Source: an optimization exercise on an open RTL-to-GDS flow (aim: small area, a short achievable clock period and few clock cycles). Production flows keep margins and buffers that such runs may drop.
Only simulation tests tie the RTL to the original design; equivalence was not proved.
Power and IR drop assume default switching activity.

==> build 34: inputs <==
// mcl_crcfc
module mcl_crcfc #(
    parameter integer BUF_SIZE  = 64,      
    parameter integer XBUF_SIZE = 56,      
    parameter integer MAXSIZE   = 64,      
    parameter [7:0]   DELIM     = 8'h7C    
) (
    input  wire        clk,
    input  wire        rst,         
    input  wire        bus_req,
    input  wire        bus_we,
    input  wire [13:0] bus_addr,
    input  wire [31:0] bus_wdata,
    output wire        bus_ack,
    output reg  [31:0] bus_rdata
);
==> flow/config.mk <==
export PLATFORM = sky130hd
export DESIGN_NAME = mcl_crcfc
export DESIGN_NICKNAME = mcl_crcfc
export VERILOG_FILES = /design/flow/design.v
export SDC_FILE = /design/flow/constraint.sdc
export NUM_CORES = 4
export LEC_CHECK = 0
export ABC_CLOCK_PERIOD_IN_PS = 7000
export CAP_MARGIN = 20
export CORE_MARGIN = 2
export CORE_UTILIZATION = 40
export CTS_CLUSTER_SIZE = 30
export PLACE_DENSITY = 0.6
export SETUP_SLACK_MARGIN = 4.0
export SLEW_MARGIN = 20
==> flow/constraint.sdc <==
create_clock -name core_clock -period 12.0 [get_ports {clk}]
set_input_delay 2.4000 -clock core_clock [delete_from_list [all_inputs] [get_ports {clk}]]
set_output_delay 2.4000 -clock core_clock [all_outputs]
set_load 0.01 [all_outputs]
run.sh (not shown) runs the stock make flow with config.mk's settings and CLKGATE_MAP_FILE= SYNTH_SCRIPT=/design/flow/synth_recipe.tcl, a recipe that flattens the netlist after the stock synthesis.
==> build 11 (differences from build 34) <==
--- a/flow/design.v
+++ b/flow/design.v
@@ -150,22 +150,21 @@
             assign xflat[8*gi +: 8] = q;
         end
     endgenerate
     wire [7:0] dsize   = bflat[8*5 +: 8];
     wire       pay_bad = (dsize > 8'd58);
     wire       dnz     = (dsize != 8'd0);
-    wire [5:0]  eng_a = scan_r ? cur[5:0] + 6'd6 : cur[5:0];
     reg  [15:0] bws;
     reg  [3:0]  bbs, xbs;
     reg  [13:0] xws;
     reg  [31:0] bword, xword;
     reg  [7:0]  bbyte, xbyte;
     integer pi;
     always @(*) begin
-        for (pi = 0; pi < 16; pi = pi + 1) bws[pi] = idle ? (bus_addr[5:2] == pi) : (eng_a[5:2] == pi);
-        for (pi = 0; pi < 4; pi = pi + 1)  bbs[pi] = idle ? (bus_addr[1:0] == pi) : (eng_a[1:0] == pi);
+        for (pi = 0; pi < 16; pi = pi + 1) bws[pi] = idle ? (bus_addr[5:2] == pi) : (cur[5:2] == pi);
+        for (pi = 0; pi < 4; pi = pi + 1)  bbs[pi] = idle ? (bus_addr[1:0] == pi) : (cur[1:0] == pi);
         for (pi = 0; pi < 14; pi = pi + 1) xws[pi] = (state == S_APP) ? (kk[3:0] == pi) : (bus_addr[5:2] == pi);
         for (pi = 0; pi < 4; pi = pi + 1)  xbs[pi] = (bus_addr[1:0] == pi);
         bword = 32'd0;
         for (pi = 0; pi < 16; pi = pi + 1) bword = bword | (bflat[32*pi +: 32] & {32{bws[pi]}});
         bbyte = 8'd0;
         for (pi = 0; pi < 4; pi = pi + 1)  bbyte = bbyte | (bword[8*pi +: 8] & {8{bbs[pi]}});
@@ -475,51 +474,41 @@
     wire        m_str    = (opb[15:3] != 13'd0) || ({1'b0, opb[2:0]} + {3'd0, dnz} > 4'd4);
     wire        z_nul    = (nd0_r == 6'd0);
     wire        z_rdb    = z_nul || (nd0_r > 6'd56);
     wire        z_rd1    = z_nul || (nd0_r > 6'd1);
     wire        z_rd2    = z_nul || (nd0_r > 6'd2);
     wire        z_rd4    = z_nul || (nd0_r > 6'd4);
+    wire        nf_c     = ({2'b00, cidx} >= {2'b00, count_r});    
+    wire        f_msg    = !msg_bad && !mv;
+    wire        f_fc     = !fresh && !pay_bad;
+    wire        f_cur    = !fresh && !pay_bad && !cvalid;
     function multi_f(input [31:0] w);
         reg [7:0] o;
-        reg       lg, fe0;
-        reg [7:0] k;
+        reg       z0, z1, fe0, nf, k0, dec;
         begin
-            o = w[7:0];
-            k = w[16] ? {2'b00, cidx} : w[15:8];
-            lg = 1'b0;
-            case (o)
-                OP_NOP, OP_SRESET, OP_CRC_SEED, OP_CRC_INIT_N, OP_CRC_INIT_I, OP_CRC_BYTE_N,
-                OP_CRC_BYTE_I, OP_CRC_RANGE_N, OP_CRC_RANGE_I, OP_MSG_CSUM, OP_MSG_SETCSUM,
-                OP_MSG_VERIFY, OP_CLEAR, OP_APP_U8, OP_APP_U16, OP_APP_I16, OP_APP_U32,
-                OP_APP_I32, OP_APP_BOOL, OP_APP_FLOAT, OP_APP_STR, OP_FIELD_COUNT,
-                OP_CUR_FIRST, OP_CUR_LAST, OP_CUR_NEXT, OP_CUR_PREV:
-                    lg = (w[31:8] == 24'd0);
-                OP_LOCATE, OP_RD_U8, OP_RD_U16, OP_RD_I16, OP_RD_U32, OP_RD_I32, OP_RD_BYTES:
-                    lg = (w[31:17] == 15'd0);
-                default: ;
-            endcase
-            case (o)
-                OP_LOCATE:            fe0 = 1'b1;
-                OP_RD_U8:             fe0 = z_rd1;
-                OP_RD_U16, OP_RD_I16: fe0 = z_rd2;
-                OP_RD_BYTES:          fe0 = z_rdb;
-                default:              fe0 = z_rd4;
-            endcase
-            case (o)
-                OP_CRC_RANGE_N, OP_CRC_RANGE_I: multi_f = lg && rng_m;
-                OP_MSG_CSUM, OP_MSG_SETCSUM, OP_MSG_VERIFY: multi_f = lg && !msg_bad && !mv;
-                OP_APP_U32:   multi_f = lg && m_u32;
-                OP_APP_I32:   multi_f = lg && m_i32;
-                OP_APP_FLOAT: multi_f = lg && dnz;
-                OP_APP_STR:   multi_f = lg && m_str;
-                OP_FIELD_COUNT, OP_CUR_FIRST, OP_CUR_LAST, OP_CUR_NEXT, OP_CUR_PREV:
-                    multi_f = lg && !fresh && !pay_bad && ((o == OP_FIELD_COUNT) || !cvalid);
-                OP_LOCATE, OP_RD_U8, OP_RD_U16, OP_RD_I16, OP_RD_U32, OP_RD_I32, OP_RD_BYTES:
-                    multi_f = lg && !pay_bad && (!fresh || (!(k >= {2'b00, count_r}) && !((k == 8'd0) && fe0)));
-                default: multi_f = 1'b0;
-            endcase
+            o   = w[7:0];
+            z0  = (w[31:17] == 15'd0);
+            z1  = z0 && (w[16:8] == 9'd0);
+            nf  = w[16] ? nf_c : (w[15:8] >= {2'b00, count_r});
+            k0  = w[16] ? (cidx == 6'd0) : (w[15:8] == 8'd0);
+            fe0 = ((o == OP_LOCATE)) ||
+                  ((o == OP_RD_U8) && z_rd1) ||
+                  ((o == OP_RD_U16 || o == OP_RD_I16) && z_rd2) ||
+                  ((o == OP_RD_U32 || o == OP_RD_I32) && z_rd4) ||
+                  ((o == OP_RD_BYTES) && z_rdb);
+            dec = (o == OP_LOCATE) || (o == OP_RD_U8) || (o == OP_RD_U16) || (o == OP_RD_I16) ||
+                  (o == OP_RD_U32) || (o == OP_RD_I32) || (o == OP_RD_BYTES);
+            multi_f = (z1 && (((o == OP_CRC_RANGE_N || o == OP_CRC_RANGE_I) && rng_m) ||
+                              ((o == OP_MSG_CSUM || o == OP_MSG_SETCSUM || o == OP_MSG_VERIFY) && f_msg) ||
+                              ((o == OP_APP_U32) && m_u32) ||
+                              ((o == OP_APP_I32) && m_i32) ||
+                              ((o == OP_APP_FLOAT) && dnz) ||
+                              ((o == OP_APP_STR) && m_str) ||
+                              ((o == OP_FIELD_COUNT) && f_fc) ||
+                              ((o[7:2] == 6'b001110) && f_cur))) ||
+                      (z0 && dec && !pay_bad && (!fresh || (!nf && !(k0 && fe0))));
         end
     endfunction
     wire        app_m    = (is_u32 && m_u32) || (is_i32 && m_i32) || (is_flt && dnz) || (is_str && m_str);
     reg [3:0]  state_n;
     reg [31:0] cmd_n, opa_n, opb_n, res_n;
     reg [2:0]  code_n;
@@ -850,26 +839,15 @@
                     state_n = S_IDLE;
                 end
             end
             S_SCAN: begin
                 ack_c = 1'b0;
                 if (kk == 6'd0) begin
-                    ack_c   = fnd_end || (seg_len == 6'd1);
+                    ack_c   = fnd_end;
                     state_n = S_IDLE;
                     found;
-                    if (!fnd_end) begin
-                        cur_n = {1'b0, fs} + 7'd7;
-                        hi_n  = {1'b0, seg_len} - 7'd1;
-                        if (dop == OP_RD_BYTES) begin
-                            xen  = 1'b1;
-                            kk_n = 6'd1;
-                        end else begin
-                            res_n = {24'd0, bbyte};
-                        end
-                        if (seg_len == 6'd1) state_n = S_IDLE;
-                    end
                 end else begin
                     cur_n  = hi + 7'd1;
                     hi_n   = {1'b0, ndne};
                     slen_n = ndne - hi[5:0] - 6'd1;
                     kk_n  = kk - 6'd1;
                 end
Settings changed: CTS_CLUSTER_SIZE 30 to unset, SETUP_SLACK_MARGIN 4.0 to 3.7, TNS_END_PERCENT set to 5.
==> summary of the runs <==
Against build 11, the synthesized cell count of build 34 is larger by about 8%. In build 34 the clock skew is lower than in build 11, by 0.028 ns. Cell count: build 34 is larger than build 11 (9.1%). Power: build 11 is lower than build 34 (1.2%). Maximum frequency: build 11 is smaller than build 34 (1.2%).
==> figures <==
item                                                                  build 11        build 34
Met1 global-route usage                                                  51.3%           52.6%
Comb_multi_in                                                             5186            5716
Clock Latency Late Sink                                                0.88 ns         0.85 ns
Total routing resource utilization after global routing                  38.2%           39.9%
Sw frac                                                                  28.0%           28.5%
Maximum number of pins on one net before global-route repair               102              78
Area share of the leading cell type in the synthesized netlist           42.6%           40.5%
Fraction of the mapped netlist area in simple logic gates                15.7%           16.7%
Timing-limited maximum frequency                                       118 MHz         119 MHz
Outcome                                                         finished clean  finished clean
Netlist area before placement                                        71700 µm²       75400 µm²
Crit path time final                                                   8.51 ns         8.40 ns
Testbench counts of build 34, summed over its fixed seeds: cycles 30,910.
Testbench counts of build 11, summed over its fixed seeds: cycles 31,096.

---

==> job 604: inputs <==
Another version of the RTL of mcl_crcfc (not shown whole).
clock: 12.0 ns
lec_check: 0
abc_clock_period_in_ps: 7000
cap_margin: 20
core_margin: 2
core_utilization: 40
place_density: 0.6
setup_slack_margin: 4.0
slew_margin: 20
tns_end_percent: 5
==> job 4402 (differences from job 604) <==
--- a/flow/design.v
+++ b/flow/design.v
@@ -151,29 +151,21 @@
         end
     endgenerate
     wire [7:0] dsize   = bflat[8*5 +: 8];
     wire       pay_bad = (dsize > 8'd58);
     wire       dnz     = (dsize != 8'd0);
-    wire [5:0]  eng_a = scan_r ? cur[5:0] + 6'd6 : cur[5:0];
-    wire [15:0] hdec = 16'd1 << bus_addr[5:2];
-    wire [3:0]  bdec = 4'd1 << bus_addr[1:0];
-    wire [15:0] edec = 16'd1 << eng_a[5:2];
-    wire [3:0]  ebdc = 4'd1 << eng_a[1:0];
-    wire [15:0] kdec = 16'd1 << kk[5:2];
-    wire [3:0]  kbdc = 4'd1 << kk[1:0];
-    wire [15:0] kwdc = 16'd1 << kk[3:0];
     reg  [15:0] bws;
     reg  [3:0]  bbs, xbs;
     reg  [13:0] xws;
     reg  [31:0] bword, xword;
     reg  [7:0]  bbyte, xbyte;
     integer pi;
     always @(*) begin
-        bws = idle ? hdec : edec;
-        bbs = idle ? bdec : ebdc;
-        xws = (state == S_APP) ? kwdc[13:0] : hdec[13:0];
-        xbs = bdec;
+        for (pi = 0; pi < 16; pi = pi + 1) bws[pi] = idle ? (bus_addr[5:2] == pi) : (cur[5:2] == pi);
+        for (pi = 0; pi < 4; pi = pi + 1)  bbs[pi] = idle ? (bus_addr[1:0] == pi) : (cur[1:0] == pi);
+        for (pi = 0; pi < 14; pi = pi + 1) xws[pi] = (state == S_APP) ? (kk[3:0] == pi) : (bus_addr[5:2] == pi);
+        for (pi = 0; pi < 4; pi = pi + 1)  xbs[pi] = (bus_addr[1:0] == pi);
         bword = 32'd0;
         for (pi = 0; pi < 16; pi = pi + 1) bword = bword | (bflat[32*pi +: 32] & {32{bws[pi]}});
         bbyte = 8'd0;
         for (pi = 0; pi < 4; pi = pi + 1)  bbyte = bbyte | (bword[8*pi +: 8] & {8{bbs[pi]}});
         xword = 32'd0;
@@ -184,28 +176,31 @@
     wire rgn_reg = (bus_addr[13:12] == 2'd0);
     wire rgn_buf = (bus_addr[13:12] == 2'd1);
     wire rgn_xb  = (bus_addr[13:12] == 2'd2);
     wire reg_ok  = rgn_reg && (bus_addr[11:6] == 6'd0) && (bus_addr[1:0] == 2'd0);
     wire hw      = idle && bus_req && bus_we;
-    wire w_cmd   = hw && reg_ok && hdec[0];
-    wire w_opa   = hw && reg_ok && hdec[1];
-    wire w_opb   = hw && reg_ok && hdec[2];
+    wire w_cmd   = hw && reg_ok && (bus_addr[5:2] == 4'd0);
+    wire w_opa   = hw && reg_ok && (bus_addr[5:2] == 4'd1);
+    wire w_opb   = hw && reg_ok && (bus_addr[5:2] == 4'd2);
     wire w_buf   = hw && rgn_buf;
     wire w_xb    = hw && rgn_xb;
     reg [31:0] reg_rdata;
     always @(*) begin
-        reg_rdata = ({32{hdec[0]}}  & cmd_r) |
-                    ({32{hdec[1]}}  & opa) |
-                    ({32{hdec[2]}}  & opb) |
-                    ({32{hdec[3]}}  & res) |
-                    ({32{hdec[4]}}  & {29'd0, code}) |
-                    ({32{hdec[5]}}  & {16'd0, crc}) |
-                    ({32{hdec[6]}}  & {18'd0, llen, 2'd0, lstart}) |
-                    ({32{hdec[7]}}  & {cvalid, 9'd0, fcount, 10'd0, cidx}) |
-                    ({32{hdec[8]}}  & {24'd0, DELIM}) |
-                    ({32{hdec[9]}}  & {16'd64, 16'd64}) |
-                    ({32{hdec[10]}} & 32'd56);
+        case (bus_addr[5:2])
+            4'd0:    reg_rdata = cmd_r;
+            4'd1:    reg_rdata = opa;
+            4'd2:    reg_rdata = opb;
+            4'd3:    reg_rdata = res;
+            4'd4:    reg_rdata = {29'd0, code};
+            4'd5:    reg_rdata = {16'd0, crc};
+            4'd6:    reg_rdata = {18'd0, llen, 2'd0, lstart};
+            4'd7:    reg_rdata = {cvalid, 9'd0, fcount, 10'd0, cidx};
+            4'd8:    reg_rdata = {24'd0, DELIM};
+            4'd9:    reg_rdata = {16'd64, 16'd64};
+            4'd10:   reg_rdata = 32'd56;
+            default: reg_rdata = 32'd0;
+        endcase
     end
     always @(*) begin
         case (bus_addr[13:12])
             2'd0:    bus_rdata = reg_rdata;
             2'd1:    bus_rdata = {24'd0, bbyte};
@@ -845,24 +840,13 @@
                 end
             end
             S_SCAN: begin
                 ack_c = 1'b0;
                 if (kk == 6'd0) begin
-                    ack_c   = fnd_end || (seg_len == 6'd1);
+                    ack_c   = fnd_end;
                     state_n = S_IDLE;
                     found;
-                    if (!fnd_end) begin
-                        cur_n = {1'b0, fs} + 7'd7;
-                        hi_n  = {1'b0, seg_len} - 7'd1;
-                        if (dop == OP_RD_BYTES) begin
-                            xen  = 1'b1;
-                            kk_n = 6'd1;
-                        end else begin
-                            res_n = {24'd0, bbyte};
-                        end
-                        if (seg_len == 6'd1) state_n = S_IDLE;
-                    end
                 end else begin
                     cur_n  = hi + 7'd1;
                     hi_n   = {1'b0, ndne};
                     slen_n = ndne - hi[5:0] - 6'd1;
                     kk_n  = kk - 6'd1;
@@ -904,12 +888,11 @@
     integer bi;
     always @(*) begin
         for (bi = 0; bi < 64; bi = bi + 1)
             bwe[bi] = ((wpos[5:2] == bi / 4) && wspan[bi % 4]) ||
                       ((wpos[5:2] == bi / 4 - 1) && (bi >= 4) && wspan[4 + bi % 4]);
-        for (bi = 0; bi < 56; bi = bi + 1)
-            xwe[bi] = xen && (idle ? (hdec[bi / 4] && bdec[bi % 4]) : (kdec[bi / 4] && kbdc[bi % 4]));
+        for (bi = 0; bi < 56; bi = bi + 1) xwe[bi] = xen && (xaddr == bi);
     end
     wire bwrite = (|wm) || dsz_we || bclr_any;
     always @(posedge clk) begin
         if (rst) begin
             state  <= S_IDLE;
--- a/flow/config.mk
+++ b/flow/config.mk
@@ -6,10 +6,10 @@
 export NUM_CORES = 4
 export LEC_CHECK = 0
 export ABC_CLOCK_PERIOD_IN_PS = 7000
 export CAP_MARGIN = 20
 export CORE_MARGIN = 2
-export CORE_UTILIZATION = 40
-export PLACE_DENSITY = 0.6
+export CORE_UTILIZATION = 45
+export PLACE_DENSITY = 0.65
 export SETUP_SLACK_MARGIN = 4.0
 export SLEW_MARGIN = 20
 export TNS_END_PERCENT = 5
==> qor summary <==
metric	job 4402	job 604
Run status	complete, no violations	complete, no violations
Critical path peak fanout	26	25
Overall routing resource usage	0.4234	0.4056
Power spent charging and discharging nets	2800 uW	2850 uW
Last element of the critical path	bus_rdata[3]	bus_rdata[6]
Post-synthesis cell count	7104	7595
Multi-input gate area in the final layout	36580 sq um	39510 sq um
Die area	162400 sq um	189600 sq um
Nets@finish	7562	8071
Post-route design area	83990 sq um	87640 sq um
GR met2 Demand/Resource	0.6048	0.5808
Area grow syn2layout	17.21%	17.69%
Routed length on met1	132.3 mm	156.8 mm
Lkg Pwr	0.02938 uW	0.03047 uW
Routability congestion estimate from global placement	1.075	1.067
Post-layout instance count excluding filler cells	9478	10398
Worst hold slack	0.4833 ns	0.5013 ns
CP Launch Point	cur[2]	cur[1]
Testbench counts of job 604, summed over its fixed seeds: cycles 30,910.
Testbench counts of job 4402, summed over its fixed seeds: cycles 31,096.

==> what the ideal ports hide <==
No port has a modelled driver above. Below, the same layouts with a new extraction and two added sets of constraints.
Step 1 assumes that a clkbuf_16 drives the clock port and a buf_2 every other input.
Step 2 times the ports against the registers' clock, not the clock port: input delays grow and output delays shrink by t, the midpoint of the rising clock arrivals with the driver on.
Slacks: ideal / step 1 / step 2; pairs: ideal / step 1.
| run | t (ns) | slack for setup (ns) | worst hold slack (ns) | worst setup path after step 2 |
|---|---|---|---|---|
| build 34 | 0.909 | 3.598 / 3.521 / 2.834 | 0.491 / 0.491 / 0.491 | input to register |
| build 11 | 0.922 | 3.493 / 3.407 / 2.632 | 0.487 / 0.487 / 0.487 | input to register |
| job 604 | 0.905 | 3.599 / 3.512 / 2.863 | 0.501 / 0.501 / 0.501 | input to register |
| job 4402 | 0.888 | 3.764 / 3.675 / 2.832 | 0.483 / 0.483 / 0.483 | input to register |
After both steps every run listed still meets setup and hold. For job 4402, which loses most, drivers alone change the setup slack by -0.089 ns; drivers and shift together by -0.932 ns.
